From an optimization exercise on the open Yosys and OpenROAD flow, aimed at small area, a short achievable clock period and few clock cycles per item; shortcuts taken in it are not production practice.
At most, simulation tests tie the RTL to the original design; equivalence was not proved.
Power and IR drop assume default switching activity.

Design chunk_decoder, start of the top module:
module chunk_decoder (
    input  wire        clk,
    input  wire        rst,         
    input  wire        in_valid,
    input  wire [7:0]  in_data,
    output wire        in_ready,
    output wire        out_valid,
    input  wire        out_ready,
    output wire        out_hdr,
    output wire [3:0]  out_kind,
    output wire [23:0] out_value,
    output wire [8:0]  out_len,
    output wire [7:0]  out_data,
    output wire        fault,
    output wire [7:0]  fault_tag
);
    localparam integer RING = 248;    
    localparam integer QD   = 6;
    localparam [3:0] K_DATA    = 4'd7;
    localparam [3:0] K_UNKNOWN = 4'd8;
    integer i;
    reg        in_ready_r;
    reg        stop;                  
    reg  [7:0] a_d;
    reg        a_v;
    reg        need_tag;              
    reg        need_len;              
    reg  [7:0] rem_in;                
    reg  [8:0] pend;                  
    reg        complete;              
    reg        pend1;                 
    reg        done_r;                
    reg        fault_r;
    reg        in_e1;                 
    wire       in_fire = in_valid & in_ready_r;
    wire [2:0] a_cls   = a_d[7:5];
  ...
Size: about 3600 cells after synthesis, about 2200 flip-flops, about 53000 µm² of cells after synthesis.
Settings: LEC_CHECK=0, CAP_MARGIN=20, CORE_MARGIN=2, CORE_UTILIZATION=40, CTS_CLUSTER_DIAMETER=100, CTS_CLUSTER_SIZE=24, SETUP_SLACK_MARGIN=4.15, SLEW_MARGIN=20; clock period 7.0 ns.
run.sh (not shown) runs the stock make flow with config.mk's settings and CLKGATE_MAP_FILE= SYNTH_SCRIPT=/design/flow/synth_recipe.tcl, a recipe that flattens the netlist after the stock synthesis.
Testbench counts at the start, summed over its fixed seeds: cycles 26,564, items 1,600.
Rerun with:
SETUP_SLACK_MARGIN = 4.3   (was 4.15)
After rerunning:
- clock power barely changes
- non-clock buffer count is higher by 28
- core utilization is higher by 0.26 points


Another version of the RTL of chunk_decoder (not shown whole).
For scale: about 3700 cells after synthesis, ~2200 flip-flops, about 54000 µm² of cells after synthesis.
Settings: LEC_CHECK=0, CAP_MARGIN=20, CORE_MARGIN=2, CORE_UTILIZATION=40, CTS_CLUSTER_DIAMETER=100, CTS_CLUSTER_SIZE=24, SETUP_SLACK_MARGIN=4.5, SLEW_MARGIN=20; clock period 7.0 ns.
Testbench counts at the start, summed over its fixed seeds: cycles 26,564, items 1,600.
Change:
--- a/flow/config.mk
+++ b/flow/config.mk
@@ -8,7 +8,7 @@
 export CAP_MARGIN = 20
 export CORE_MARGIN = 2
-export CORE_UTILIZATION = 40
+export CORE_UTILIZATION = 50
 export CTS_CLUSTER_DIAMETER = 100
 export CTS_CLUSTER_SIZE = 24
-export SETUP_SLACK_MARGIN = 4.5
+export SETUP_SLACK_MARGIN = 4.3
 export SLEW_MARGIN = 20
Clock power falls by about 1%. First-iteration DRC count shrinks by 4.5%. Area after synthesis does not change. Fmax hardly moves.


old:
chunk_decoder, a different RTL version from the one above (not shown whole).
Size in the first run: about 3700 cells after synthesis, roughly 2300 flip-flops, roughly 69 I/O pins.
make LEC_CHECK=0 CAP_MARGIN=20 CORE_MARGIN=2 CORE_UTILIZATION=40 SETUP_SLACK_MARGIN=4.0 SLEW_MARGIN=20 finish   # period 7.0 ns
[inputs] new vs old
--- a/flow/config.mk
+++ b/flow/config.mk
@@ -8,5 +8,5 @@
 export CAP_MARGIN = 20
 export CORE_MARGIN = 2
-export CORE_UTILIZATION = 40
+export CORE_UTILIZATION = 65
 export SETUP_SLACK_MARGIN = 4.0
 export SLEW_MARGIN = 20
Results
When new is set beside old, its detailed-route wire length on metal 1 turns out to be 9.6 mm larger.
new ended with more share of the clock period used by the worst path after layout than old.
On clock-buffer cell count: between new and old, it ends up lower for old.
new vs old: area added between synthesis and finish down in new
Of the two values seen for most crowded layer after global routing, met1 was produced by old and met2 by new.
No run of this note included a check of the RTL's function; only the layout flow was run.


chunk_decoder, a different RTL version from the one above (not shown whole).
For scale: ~2,200 flip-flops, roughly 69 I/O pins.
// chunk_decoder
module chunk_decoder (
    input  wire        clk,
    input  wire        rst,         
    input  wire        in_valid,
    input  wire [7:0]  in_data,
    output wire        in_ready,
    output wire        out_valid,
    input  wire        out_ready,
    output wire        out_hdr,
    output wire [3:0]  out_kind,
    output wire [23:0] out_value,
    output wire [8:0]  out_len,
    output wire [7:0]  out_data,
    output wire        fault,
    output wire [7:0]  fault_tag
);
Settings: LEC_CHECK=0, CAP_MARGIN=20, CORE_MARGIN=2, CORE_UTILIZATION=40, CTS_BUF_LIST=sky130_fd_sc_hd__clkbuf_8, SETUP_SLACK_MARGIN=4.0, SLEW_MARGIN=20; clock period 7.0 ns.
The first run finished with timing, DRC and antenna clean.
==> next run, changes <==
--- a/flow/config.mk
+++ b/flow/config.mk
@@ -9,5 +9,4 @@
 export CORE_MARGIN = 2
 export CORE_UTILIZATION = 40
-export CTS_BUF_LIST = sky130_fd_sc_hd__clkbuf_8
 export SETUP_SLACK_MARGIN = 4.0
 export SLEW_MARGIN = 20
After rerunning: Via count came out lower by 3.6%. Core utilization came out higher by 0.21 points. Power rose by 3.3%. Final area grows by 0.43%. Routed wire length fell by 2.9%. Global-route usage falls by 0.37 points. First-iteration DRC count is higher by 1.7%. Synthesized area is unchanged.
No run of this note included a check of the RTL's function; only the layout flow was run.


chunk_decoder, a different RTL version from the one above (not shown whole).
For scale: about 4000 cells after synthesis, roughly 2600 flip-flops, about 69 I/O pins, about 61000 µm² of cells after synthesis.
Design chunk_decoder, start of the top module:
module chunk_decoder (
    input  wire        clk,
    input  wire        rst,         
    input  wire        in_valid,
    input  wire [7:0]  in_data,
    output wire        in_ready,
    output wire        out_valid,
    input  wire        out_ready,
    output wire        out_hdr,
    output wire [3:0]  out_kind,
    output wire [23:0] out_value,
    output wire [8:0]  out_len,
    output wire [7:0]  out_data,
    output wire        fault,
    output wire [7:0]  fault_tag
);
export LEC_CHECK = 0
export ABC_CLOCK_PERIOD_IN_PS = 2500
export CAP_MARGIN = 20
export CORE_MARGIN = 2
export CORE_UTILIZATION = 40
export SETUP_SLACK_MARGIN = 4.0
export SLEW_MARGIN = 20
create_clock -name core_clock -period 7.0 [get_ports {clk}]
==> next run, changes <==
Settings changed: ABC_CLOCK_PERIOD_IN_PS 2500 to unset, SETUP_SLACK_MARGIN 4.0 to unset.
Die area does not change.
Global-route usage goes down by 0.58 points.
Via count came out lower by 2.1%.
No functional check of the RTL was part of any run of this note.


Setup of the baseline:
RTL: one of the versions met above, not the one the previous note started from.
Size in the first run: ~4300 cells after synthesis, about 2200 flip-flops, roughly 69 I/O pins, about 55000 um2 of cells after synthesis.
==> flow/config.mk <==
export PLATFORM = sky130hd
export DESIGN_NAME = chunk_decoder
export DESIGN_NICKNAME = chunk_decoder
export VERILOG_FILES = /design/flow/design.v
export SDC_FILE = /design/flow/constraint.sdc
export NUM_CORES = 4
export LEC_CHECK = 0
export ABC_AREA = 1
export CAP_MARGIN = 20
export CORE_MARGIN = 2
export CORE_UTILIZATION = 40
export CTS_CLUSTER_DIAMETER = 100
export CTS_CLUSTER_SIZE = 24
export SETUP_SLACK_MARGIN = 4.3
export SLEW_MARGIN = 20
==> flow/constraint.sdc <==
create_clock -name core_clock -period 7.0 [get_ports {clk}]
set_input_delay 1.4000 -clock core_clock [delete_from_list [all_inputs] [get_ports {clk}]]
set_output_delay 1.4000 -clock core_clock [all_outputs]
set_load 0.01 [all_outputs]
Testbench counts of the baseline, summed over its fixed seeds: cycles 26,564, items 1,600.
### the baseline -> the candidate
Settings: ABC_AREA: 1 -> unset.
## What came out
- Relative to the baseline, the sequential power measured on the candidate has decreased by a few percent.
- Summary — area share of buffers outside the clock network, the candidate relative to the baseline: higher, by 0.44 points.
- Compared with the baseline, the candidate shows a lower number of fillers in the final layout.
- Number of placement rows in the candidate is 1 lower than in the baseline
- [compare] base=the baseline new=the candidate: compound-cell area share of the yosys netlist shows an increase of 1.8 points, wire length shows a reduction of about 9%.
- The baseline -> the candidate: sum of negative setup slack delta 0, exact match
- | worst voltage drop across the vdd grid | the candidate vs the baseline | 1.7% higher |
- Compare the candidate and the baseline | synthesized area lower: the candidate

[afterwards: timing with drivers on the ports]
How much do the figures lean on ideal ports? The routed layouts below were timed once more, with nothing changed but the port constraints.
Step 1: set_driving_cell puts a clkbuf_16 on clk and a buf_2 on each other input, an assumption about the parent block.
Step 2, shift: input delay + t, output delay - t, t = (earliest + latest rising clock arrival at the registers) / 2. This alone moves slack from input paths to output paths.
a / b / c = no drivers / after step 1 / after step 2; a / b = the first two.
run | t (ns) | setup WS [ns] | worst setup path after step 2 | latest minus earliest clock arrival (ns) | cell pins on the clock port's net
the first run of note 1 | 0.758 | 4.182 / 4.145 / 3.451 | input to register | 0.049 / 0.049 | 1
the second run of note 1 | 0.783 | 4.268 / 4.195 / 3.756 | input to register | 0.042 / 0.042 | 1
the first run of note 2 | 0.768 | 4.259 / 4.193 / 3.557 | input to register | 0.051 / 0.052 | 1
the second run of note 2 | 0.764 | 4.263 / 4.205 / 3.849 | input to register | 0.047 / 0.047 | 1
old | 0.841 | 3.515 / 3.515 / 3.099 | input to register | 0.053 / 0.053 | 1
new | 0.883 | 2.996 / 2.996 / 2.806 | input to register | 0.088 / 0.088 | 1
the first run of note 4 | 0.972 | 3.963 / 3.900 / 3.152 | input to register | 0.064 / 0.065 | 1
the second run of note 4 | 0.829 | 3.995 / 3.931 / 3.308 | input to register | 0.033 / 0.033 | 1
the first run of note 5 | 0.883 | 3.971 / 3.898 / 3.044 | input to register | 0.051 / 0.051 | 1
the second run of note 5 | 0.865 | 2.538 / 2.538 / 1.936 | input to register | 0.051 / 0.051 | 1
the baseline | 0.795 | 4.236 / 4.167 / 3.542 | input to register | 0.063 / 0.064 | 1
the candidate | 0.800 | 4.225 / 4.155 / 3.824 | input to register | 0.064 / 0.064 | 1
After both steps every run listed still meets setup and hold. For the first run of note 5, which loses most, drivers alone change the setup slack by -0.073 ns; drivers and shift together by -0.927 ns.
